Background: an optimization exercise with open tools, aiming at small area, a short achievable clock period and few clock cycles. Do not read the settings as production practice.
The RTL was checked by simulation tests, not by an equivalence proof against the original design.
No activity file was given, so power comes from the tool's default toggle rates.

== run A ==
==> flow/design.v (excerpt) <==
module dci_serializer (
    input  wire        clk,
    input  wire        rst,         
    input  wire        cmd_valid,
    output wire        cmd_ready,
    input  wire [31:0] cmd_data,
    input  wire [3:0]  rd_idx,
    output reg  [31:0] rd_data,
    output reg         done
);
Size in the first run: ~2800 cells after synthesis, ~400 flip-flops, roughly 24000 um2 of cells after synthesis.
export LEC_CHECK = 0
export CAP_MARGIN = 20
export CORE_MARGIN = 2
export CORE_UTILIZATION = 30
export PLACE_DENSITY = 0.45
export SLEW_MARGIN = 20
create_clock -name core_clock -period 14.0 [get_ports {clk}]
standard.sh (not shown) runs the stock make flow with config.mk's settings and CLKGATE_MAP_FILE= SYNTH_SCRIPT=/design/flow/synth_recipe.tcl, a recipe that flattens the netlist after the stock synthesis.
==> flow/flow/run.sh <==
#!/bin/bash
# The standard layout, with repair_timing asked for 6.5 ns of setup slack
# (the clock, its period and the I/O constraints are the standard flow's, unchanged).
set -euo pipefail
bash standard.sh SETUP_SLACK_MARGIN=6.5 finish > make_finish.log 2>&1
Testbench counts of run A, summed over its fixed seeds: cycles 15,871.
The inputs of run B differ from those of run A as listed below.
==> flow/run.sh (new file) <==
#!/bin/bash
# synth_recipe.tcl (not shown) runs the flow's synth.tcl, then flattens the netlist and writes it again
# the make line also repeats each setting of config.mk as NAME=value (left out here)
make -C /OpenROAD-flow-scripts/flow DESIGN_CONFIG=/design/flow/config.mk WORK_HOME=/design/flow/orfs CLKGATE_MAP_FILE= SYNTH_SCRIPT=/design/flow/synth_recipe.tcl finish
removed: flow/flow/run.sh
removed: flow/standard.sh
==> notes.md <==
- Final count of pins violating max slew came out exactly the same in run B and run A.
- Final worst-path setup slack: run B vs run A down 1.23 ns
- Between run A and run B, the final worst hold slack figures differ only marginally.
- In run B, the share of cell area taken by multi-input logic gates came out 0.79 points above the value in run A.
- Looking at fmax across both flows, run B is the weaker of the two, with run A ahead.
- Run B vs. run A: combinational power share went down 0.6 points; total power lower; cell area now smaller; half-perimeter wire length after placement stayed essentially flat.
The following lists how run C was set up differently from run B:
- an added CTS_CLUSTER_DIAMETER of 90
- an added CTS_CLUSTER_SIZE of 30
==> flow/flow/run.sh (new file) <==
#!/bin/bash
# The standard layout, with repair_timing asked for 6.5 ns of setup slack and
# sky130_fd_sc_hd__buf_2 as the port buffer (every port still gets one).
# The clock, its period and the I/O constraints are the standard flow's, unchanged.
set -euo pipefail
bash standard.sh SETUP_SLACK_MARGIN=6.5 "BUFFER_PORTS_ARGS=-buffer_cell sky130_fd_sc_hd__buf_2" finish > make_finish.log 2>&1
==> flow/standard.sh (new file) <==
#!/bin/bash
# synth_recipe.tcl (not shown) runs the flow's synth.tcl, then flattens the netlist and writes it again
# the make line also repeats each setting of config.mk as NAME=value (left out here)
make -C /OpenROAD-flow-scripts/flow DESIGN_CONFIG=/design/flow/config.mk WORK_HOME=/design/flow/orfs CLKGATE_MAP_FILE= SYNTH_SCRIPT=/design/flow/synth_recipe.tcl "${@:-finish}"
removed: flow/run.sh
## What came out
- Diff run B -> run C | cell count | down slightly
- Summary — portion of total power attributed to the clock network, run C relative to run B: lower, by 10 points.
- In run C, the logic depth of the worst setup path including buffers came out 3 below the value in run B.
- Where total power is concerned, run B is outperformed by run C.
- Looking at share of cell area taken by flip-flops and latches, run C sits above run B.
- Reported for run B and run C, number of antenna violations at the first check in global routing turned out identical to the last digit.
- Global-route wire length before repair in run C is 700 um lower than in run B


dci_serializer, a different RTL version from the one above (not shown whole).
For scale: ~2400 cells after synthesis, about 400 flip-flops.
Settings: LEC_CHECK=0, CAP_MARGIN=20, CORE_MARGIN=2, CORE_UTILIZATION=30, CTS_CLUSTER_DIAMETER=90, CTS_CLUSTER_SIZE=30, GPL_TIMING_DRIVEN=0, PLACE_DENSITY=0.45, SLEW_MARGIN=20; clock period 14.0 ns.
==> flow/flow/run.sh <==
#!/bin/bash
# The standard layout, with repair_timing asked for 7.0 ns of setup slack and
# sky130_fd_sc_hd__buf_2 as the port buffer (every port still gets one).
# The clock, its period and the I/O constraints are the standard flow's, unchanged.
set -euo pipefail
bash standard.sh SETUP_SLACK_MARGIN=7.0 "BUFFER_PORTS_ARGS=-buffer_cell sky130_fd_sc_hd__buf_2" finish > make_finish.log 2>&1
Testbench counts at the start, summed over its fixed seeds: cycles 15,879.
Then changed:
==> flow/flow/run.sh (replaced) <==
#!/bin/bash
# The standard layout, with repair_timing asked for 7.1 ns of setup slack and
# sky130_fd_sc_hd__buf_2 as the port buffer (every port still gets one).
# The clock, its period and the I/O constraints are the standard flow's, unchanged.
set -euo pipefail
bash standard.sh SETUP_SLACK_MARGIN=7.1 "BUFFER_PORTS_ARGS=-buffer_cell sky130_fd_sc_hd__buf_2" finish > make_finish.log 2>&1
- CORE_UTILIZATION: 30 -> 52
- GPL_TIMING_DRIVEN: 0 -> default
- PLACE_DENSITY: 0.45 -> 0.65
What happened: Cell count drops by about 15%. Clock power shrinks by about 20%. Total power went down by about 9%. Count of clock-buffer cells in the layout fell by 1. Sequential power stays flat. Synthesized cell count stays the same.
Then changed:
==> flow/flow/run.sh (replaced) <==
#!/bin/bash
# The standard layout, with repair_timing asked for 7.0 ns of setup slack and
# sky130_fd_sc_hd__buf_2 as the port buffer (every port still gets one).
# The clock, its period and the I/O constraints are the standard flow's, unchanged.
set -euo pipefail
bash standard.sh SETUP_SLACK_MARGIN=7.0 "BUFFER_PORTS_ARGS=-buffer_cell sky130_fd_sc_hd__buf_2" finish > make_finish.log 2>&1
- CORE_UTILIZATION: 52 -> 45
- PLACE_DENSITY: 0.65 -> 0.6
Outcome: Setup slack gets worse by 0.074 ns; critical path depth is unchanged; sequential power is about the same; non-clock buffer count drops by 2; global-route usage went down by 4.2 points; first-iteration DRC count is lower by a few percent.
Then changed:
- CORE_UTILIZATION: 45 -> 30
- PLACE_DENSITY: 0.6 -> 0.45
Effect:
- global-route usage decreases by 7.3 points
- die area increases by 49%
- utilization decreases by 16 points
- routed wire length increases by 12%
- total power increases by 5.1%
- area after synthesis stays the same
- sequential cell count does not change
- worst setup slack gains 0.024 ns
- synthesized cell count does not change
Then changed:
- CORE_UTILIZATION: 30 -> 52
- PLACE_DENSITY: 0.45 -> 0.65
Outcome:
- die area falls by well over a third
- wire length falls by roughly a tenth
- total power falls by a few percent
- worst hold slack improves by 0.0043 ns
- combinational power falls by a few percent
- register-to-register slack degrades by 0.04 ns
- global-route usage rises by 11 points
- clock-buffer cell count falls by 2
- critical path depth does not change
- core utilization rises by 23 points


Setup of build 15:
Starting RTL as in the previous note.
clock: 14.0 ns
lec_check: 0
cap_margin: 20
core_margin: 2
core_utilization: 30
cts_cluster_diameter: 90
cts_cluster_size: 30
place_density: 0.45
slew_margin: 20
==> flow/flow/run.sh <==
#!/bin/bash
# The standard layout, with repair_timing asked for 6.8 ns of setup slack and
# sky130_fd_sc_hd__buf_2 as the port buffer (every port still gets one).
# The clock, its period and the I/O constraints are the standard flow's, unchanged.
set -euo pipefail
bash standard.sh SETUP_SLACK_MARGIN=6.8 "BUFFER_PORTS_ARGS=-buffer_cell sky130_fd_sc_hd__buf_2" finish > make_finish.log 2>&1
Testbench counts of build 15, summed over its fixed seeds: cycles 15,879.
[inputs] build 54 vs build 15
- a change of CAP_MARGIN from 20 to 10
- a change of SLEW_MARGIN from 20 to 10
==> flow/flow/run.sh <==
#!/bin/bash
# The standard layout, with repair_timing asked for 7.0 ns of setup slack and
# sky130_fd_sc_hd__buf_2 as the port buffer (every port still gets one).
# The clock, its period and the I/O constraints are the standard flow's, unchanged.
set -euo pipefail
bash standard.sh SETUP_SLACK_MARGIN=7.0 "BUFFER_PORTS_ARGS=-buffer_cell sky130_fd_sc_hd__buf_2" finish > make_finish.log 2>&1
Results
Higher internal power among build 54 and build 15: build 15. Summary: with build 15 as the reference, count of placed standard cells in the final layout, fillers left out in build 54 moved up slightly. Diff build 15 -> build 54: share of cell area taken by multi-input logic gates fell by 0.51 points; worst hold path stage count about even; wire length of the first global-routing pass grew by 1300 microns; sum of internal, switching and leakage power went down 2.3%. Worst-path maximum fanout was lower in build 54 than in build 15. Relative to build 15, worst hold margin has decreased by 3.3 ps in build 54. The worst setup margin of build 54 exceeds that of build 15 by 140 ps.
What build 53 does differently from build 54 at the input level:
- changing SLEW_MARGIN from 10 to 20
- changing CAP_MARGIN from 10 to 20
==> flow/flow/run.sh <==
#!/bin/bash
# The standard layout, with repair_timing asked for 7.3 ns of setup slack and
# sky130_fd_sc_hd__buf_2 as the port buffer (every port still gets one).
# The clock, its period and the I/O constraints are the standard flow's, unchanged.
set -euo pipefail
bash standard.sh SETUP_SLACK_MARGIN=7.3 "BUFFER_PORTS_ARGS=-buffer_cell sky130_fd_sc_hd__buf_2" finish > make_finish.log 2>&1
==> comparison <==
- Looking at count of buffers not belonging to the clock network in the layout, build 53 sits about 25% above build 54.
- Per the comparison of build 53 with build 54, highest clock rate now sits higher; met2 wire length now sits lower; cell-internal power now sits higher.
- Build 53 ended up with a higher tightest slew margin relative to the limit than build 54 did.
- Count of clock-buffer cells in the layout was higher in the run labelled build 53.
- Build 53 vs. build 54: global routing met3 resource utilization went up by 0.34 points.
- Est. power | build 53 vs build 54 | build 53 higher
- Build 53 vs build 54 — power density normalized to cell area dropped slightly
Here is what was changed in the inputs of build 5 compared with build 53.
- swapping 30 for 25 in CTS_CLUSTER_SIZE
- swapping 90 for 60 in CTS_CLUSTER_DIAMETER
- swapping 0.45 for 0.7 in PLACE_DENSITY
- swapping 30 for 60 in CORE_UTILIZATION
==> flow/flow/run.sh <==
#!/bin/bash
# The standard layout, with repair_timing asked for 7.0 ns of setup slack and
# sky130_fd_sc_hd__buf_2 as the port buffer (every port still gets one).
# The clock, its period and the I/O constraints are the standard flow's, unchanged.
set -euo pipefail
bash standard.sh SETUP_SLACK_MARGIN=7.0 "BUFFER_PORTS_ARGS=-buffer_cell sky130_fd_sc_hd__buf_2" finish > make_finish.log 2>&1
==> comparison <==
Taking build 53 as the reference, in build 5 logic depth of the worst path, buffers included went up by 1; clock power share shows an increase of 4.6 points.
Going from build 53 to build 5, area used by sequential logic in the layout comparable; post-route worst setup slack now smaller.
From build 53 to build 5 the numbers moved as follows: global-route usage increased by 16 points relative to the old numbers, cell area power density +9.9 nW/um^2.
When the final numbers for build 53 and build 5 were put side by side, the top achievable clock speed turned out to be greater in build 53.
Taking build 53 as the reference, in build 5 cell area down 4.7%, met3 layer usage reported by global route shows an increase of 4.1 points, full die area went down 49%.
Relative to build 5, the following input files were edited for build 69:
- CTS_CLUSTER_SIZE: 25 -> 30
- CORE_UTILIZATION: 60 -> 30
- CTS_CLUSTER_DIAMETER: 60 -> 90
- PLACE_DENSITY: 0.7 -> 0.45
==> flow/flow/run.sh <==
#!/bin/bash
# The standard layout, with repair_timing asked for 7.6 ns of setup slack and
# sky130_fd_sc_hd__buf_2 as the port buffer (every port still gets one).
# The clock, its period and the I/O constraints are the standard flow's, unchanged.
set -euo pipefail
bash standard.sh SETUP_SLACK_MARGIN=7.6 "BUFFER_PORTS_ARGS=-buffer_cell sky130_fd_sc_hd__buf_2" finish > make_finish.log 2>&1
### Flow results
- Compared with build 5, build 69 shows a final worst-path cycle share that is 0.23 points lower.
- Worst hold slack across all endpoints in build 69 vs build 5: up 5.1 ps
- Against build 5, build 69 comes in 0.16 mW lower on internal power of the cells.
- Changes observed in build 69 relative to build 5: minimum period implied by the final worst setup slack has decreased; clock insertion delay at the later pin of the skew report increased by 60 ps relative to the old numbers.
- Build 5 ended up with rd_data[17] as its termination of the worst setup path; build 69 ended up with rd_data[0].

-- what the ideal ports hide --
Ports are ideal in the flow. The routed layouts listed here were re-timed in OpenROAD.
Step 1 (the two cells are an assumption about what drives the block):
set clk [get_ports {clk}]
set_driving_cell -lib_cell sky130_fd_sc_hd__clkbuf_16 $clk
set_driving_cell -lib_cell sky130_fd_sc_hd__buf_2 [delete_from_list [all_inputs] $clk]
Step 2 adds t to the input delays and takes it off the output delays; t is the mean of the earliest and latest rising clock arrival at the registers after step 1. Input paths then give back, and output paths get back, about the clock's delay inside the block.
Slacks: ideal / step 1 / step 2; pairs: ideal / step 1.
| run | t (ns) | setup slack, ns | worst slew at a driven data input, ns |
|---|---|---|---|
| run A | 0.652 | 6.499 / 6.465 / 6.465 | 0.06 |
| run B | 0.649 | 5.271 / 5.233 / 5.233 | 0.06 |
| run C | 0.666 | 6.589 / 6.560 / 6.560 | 0.05 |
| the first run of note 2 | 0.684 | 6.811 / 6.756 / 6.698 | 0.13 |
| the second run of note 2 | 0.621 | 7.054 / 6.905 / 6.905 | 0.15 |
| the third run of note 2 | 0.623 | 6.981 / 6.835 / 6.835 | 0.16 |
| the fourth run of note 2 | 0.659 | 7.004 / 6.840 / 6.840 | 0.16 |
| the fifth run of note 2 | 0.650 | 6.997 / 6.932 / 6.932 | 0.14 |
| build 15 | 0.666 | 6.843 / 6.710 / 6.710 | 0.13 |
| build 54 | 0.659 | 6.980 / 6.816 / 6.816 | 0.16 |
| build 53 | 0.679 | 7.079 / 6.726 / 6.726 | 0.40 |
| build 5 | 0.617 | 6.928 / 6.760 / 6.760 | 0.18 |
| build 69 | 0.679 | 6.960 / 6.875 / 6.875 | 0.09 |
After both steps setup and hold are still met in every run listed. The setup slack of build 53, which loses most, moves by -0.353 ns with the drivers and by -0.353 ns with both steps.
